Context: an optimization exercise on an open-source flow, tuned for small area, a short achievable clock period and few clock cycles. The choices shown serve that exercise and are no tape-out recipe.
The RTL was checked by simulation tests, not by an equivalence proof against the original design.
Power and IR drop assume default switching activity.

==> flow/design.v (excerpt) <==
module asmemu_cpu (
    input  wire        clk,
    input  wire        rst,
    output reg         mem_req,
    output reg         mem_we,
    output reg  [15:0] mem_addr,
    output reg  [7:0]  mem_wdata,
    input  wire        mem_ready,
    input  wire [7:0]  mem_rdata,
    output reg         out_valid,
    output reg  [7:0]  out_data,
    output wire        halted,
    output wire        faulted,
    output wire [2:0]  fault_code,
    input  wire [3:0]  dbg_sel,
    output reg  [15:0] dbg_data
);
Size: roughly 4100 cells after synthesis, roughly 280 flip-flops, ~26000 µm² of cells after synthesis.
clock: 14.0 ns
lec_check: 0
abc_area: 1
cap_margin: 20
core_margin: 2
core_utilization: 50
cts_cluster_diameter: 60
cts_cluster_size: 24
place_density: 0.65
slew_margin: 20
standard.sh (not shown) runs the stock make flow with config.mk's settings and CLKGATE_MAP_FILE= SYNTH_SCRIPT=/design/flow/synth_recipe.tcl, a recipe that flattens the netlist after the stock synthesis.
==> flow/flow/run.sh <==
#!/bin/bash
set -euo pipefail
bash standard.sh SETUP_SLACK_MARGIN=7 "BUFFER_PORTS_ARGS=-buffer_cell sky130_fd_sc_hd__buf_2" finish > standard_flow.log 2>&1
Testbench counts at the start, summed over its fixed seeds: cycles 125,642.
Change:
==> flow/flow/run.sh (replaced) <==
#!/bin/bash
set -euo pipefail
bash standard.sh SETUP_SLACK_MARGIN=7 finish > standard_flow.log 2>&1
ABC_AREA = not set   (was 1)
CORE_UTILIZATION = 30   (was 50)
CTS_CLUSTER_DIAMETER = not set   (was 60)
CTS_CLUSTER_SIZE = not set   (was 24)
PLACE_DENSITY = 0.5   (was 0.65)
Outcome:
- The changed run ran to the end with no violations
- flip-flop and latch count is unchanged
- global-route usage went down by 15 points
- sequential share of layout area went down by 1.8 points
- die area went up by 67%
- register-to-register slack degrades by 0.12 ns
- area after synthesis went up by 1.3%

========
Setup of job 101:
asmemu_cpu again, from the RTL that the note above started with.
==> flow/design.v (excerpt) <==
module asmemu_cpu (
    input  wire        clk,
    input  wire        rst,
    output reg         mem_req,
    output reg         mem_we,
    output reg  [15:0] mem_addr,
    output reg  [7:0]  mem_wdata,
    input  wire        mem_ready,
    input  wire [7:0]  mem_rdata,
    output reg         out_valid,
    output reg  [7:0]  out_data,
    output wire        halted,
    output wire        faulted,
    output wire [2:0]  fault_code,
    input  wire [3:0]  dbg_sel,
    output reg  [15:0] dbg_data
);
clock: 14.0 ns
lec_check: 0
cap_margin: 20
core_margin: 2
core_utilization: 30
cts_cluster_diameter: 80
cts_cluster_size: 30
place_density: 0.5
slew_margin: 20
==> flow/flow/run.sh <==
#!/bin/bash
set -euo pipefail
bash standard.sh SETUP_SLACK_MARGIN=8 "BUFFER_PORTS_ARGS=-buffer_cell sky130_fd_sc_hd__buf_2" finish > standard_flow.log 2>&1
Job 101 ended with every stage complete and zero timing, DRC or antenna violations.
Testbench counts of job 101, summed over its fixed seeds: cycles 125,642.
The following lists how job 102 was set up differently from job 101:
==> flow/flow/run.sh <==
#!/bin/bash
set -euo pipefail
bash standard.sh SETUP_SLACK_MARGIN=7 "BUFFER_PORTS_ARGS=-buffer_cell sky130_fd_sc_hd__buf_2" finish > standard_flow.log 2>&1
-- flow/config.mk --
<<< job 101, line 8
>>> job 102, line 8
export ABC_AREA = 1
<<< job 101, line 10
export CORE_UTILIZATION = 30
export CTS_CLUSTER_DIAMETER = 80
export CTS_CLUSTER_SIZE = 30
export PLACE_DENSITY = 0.5
>>> job 102, line 11
export CORE_UTILIZATION = 45
export CTS_CLUSTER_DIAMETER = 60
export CTS_CLUSTER_SIZE = 24
export PLACE_DENSITY = 0.6
### Flow results
Relative to job 101, part of the cycle the worst path needs has increased by 0.67 points in job 102.
The estimated power of job 102 ends up higher than the estimate for job 101.
Maximum number of pins on one net before global-route repair (job 102 over job 101): decrease, 16
Measured against each other, job 102 and job 101 differ in first-pass GRT wire length, the lower figure coming from job 102.
Lower net count of the finished layout goes to job 101 over job 102.
Detailed placer's ending HPWL (job 102 over job 101): decrease, 740 um
Compared with job 101, job 102 shows power dissipated by switching net loads higher by 11%.
Final cell count | job 102 above job 101
Here is what was changed in the inputs of job 103 compared with job 102.
==> flow/flow/run.sh <==
#!/bin/bash
set -euo pipefail
bash standard.sh SETUP_SLACK_MARGIN=7 \
  "BUFFER_PORTS_ARGS=-buffer_cell sky130_fd_sc_hd__buf_2" \
  "CTS_ARGS=-sink_clustering_enable -repair_clock_nets -sink_clustering_size 32 -sink_clustering_max_diameter 100 -dont_use_dummy_load" \
  finish > standard_flow.log 2>&1
-- flow/config.mk --
<<< job 102, line 11
export CORE_UTILIZATION = 45
export CTS_CLUSTER_DIAMETER = 60
export CTS_CLUSTER_SIZE = 24
export PLACE_DENSITY = 0.6
>>> job 103, line 11
export CORE_UTILIZATION = 50
export PLACE_DENSITY = 0.65
Signed area change from the synthesized netlist to the final layout came out lower on job 103 than on job 102.
Cell area after placement: job 103 lower than job 102
Diff job 102 -> job 103: sequential share of cell area went up by 0.81 points, diode insertion count for antenna repair shows an increase of 2.
Looking at share of total power in combinational logic, job 103 sits above job 102.
[compare] base=job 102 new=job 103: design area decreased by 3.4% relative to the old numbers, placer congestion estimate went down by 0.30%.
Job 103: portion of total power attributed to sequential cells higher than job 102
#### Input delta (job 104 over job 103)
-- flow/flow/run.sh --
<<< job 103, line 5
  "CTS_ARGS=-sink_clustering_enable -repair_clock_nets -sink_clustering_size 32 -sink_clustering_max_diameter 100 -dont_use_dummy_load" \
>>> job 104, line 5
  "CTS_ARGS=-sink_clustering_enable -repair_clock_nets -sink_clustering_size 26 -sink_clustering_max_diameter 80 -dont_use_dummy_load" \
-- flow/config.mk --
<<< job 103, line 11
export CORE_UTILIZATION = 50
export PLACE_DENSITY = 0.65
>>> job 104, line 11
export CORE_UTILIZATION = 45
export PLACE_DENSITY = 0.6
## What came out
No run among job 104 and job 103 stopped early or left any final violation; all are clean. [compare] base=job 103 new=job 104: clock latency reported for the late side of the worst-skew pair saw an increase; clock period minus final worst setup slack saw an increase; part of the power in combinational logic saw a decrease.
For job 105, these inputs were changed with respect to job 104:
-- flow/config.mk --
<<< job 104, line 11
export CORE_UTILIZATION = 45
export PLACE_DENSITY = 0.6
>>> job 105, line 11
export CORE_UTILIZATION = 50
export PLACE_DENSITY = 0.65
==> comparison <==
- Summary of job 105 over job 104: least setup slack across all paths after layout now larger; number of well-tap cells placed now smaller.
- Diff job 104 -> job 105: clock power flat; maximum vdd ir drop up about 30%.
- The non-filler instance count after layout reported for job 105 is smaller than that of job 104 by 63.
- Sequential portion of the cell area across job 105 and job 104: no real change.
- Core utilization: job 105 higher than job 104
- Pin slew with the least headroom to its limit: job 105 vs job 104 up 0.015 ns
- Run comparison: job 104 end point of the critical path dbg_data[14]; job 105 end point of the critical path dbg_data[0]
- Lower routed via count divided by cell count among job 105 and job 104: job 104

static timing again, ports no longer ideal:
Ports are ideal in the flow. The routed layouts listed here were re-timed in OpenROAD.
Step 1, drivers: a clkbuf_16 drives clk and a buf_2 each remaining input, both assumed.
Step 2 moves the port delays by t, midway between the first and last clock arrival at a register: inputs arrive t later, outputs are due t later. That takes back most of the time a late clock gives input paths.
Slacks: ideal ports / drivers / drivers and shift; pairs: ideal ports / drivers.
| run | t, ns | setup WS [ns] | worst hold slack (ns) | cell pins on the clock port's net |
|---|---|---|---|---|
| the first run of note 1 | 0.633 | 6.890 / 6.818 / 6.658 | 0.487 / 0.487 / 0.487 | 1 |
| the second run of note 1 | 0.633 | 6.899 / 6.834 / 6.544 | 0.488 / 0.488 / 0.488 | 1 |
| job 101 | 0.656 | 7.022 / 6.956 / 6.843 | 0.485 / 0.485 / 0.485 | 1 |
| job 102 | 0.637 | 6.929 / 6.862 / 6.590 | 0.484 / 0.484 / 0.484 | 1 |
| job 103 | 0.621 | 6.879 / 6.809 / 6.648 | 0.493 / 0.493 / 0.493 | 1 |
| job 104 | 0.645 | 6.871 / 6.801 / 6.548 | 0.486 / 0.486 / 0.486 | 1 |
| job 105 | 0.642 | 6.893 / 6.824 / 6.679 | 0.488 / 0.488 / 0.488 | 1 |
After both steps setup and hold are still met in every run listed. The setup slack of the second run of note 1, which loses most, moves by -0.065 ns with the drivers and by -0.355 ns with both steps.
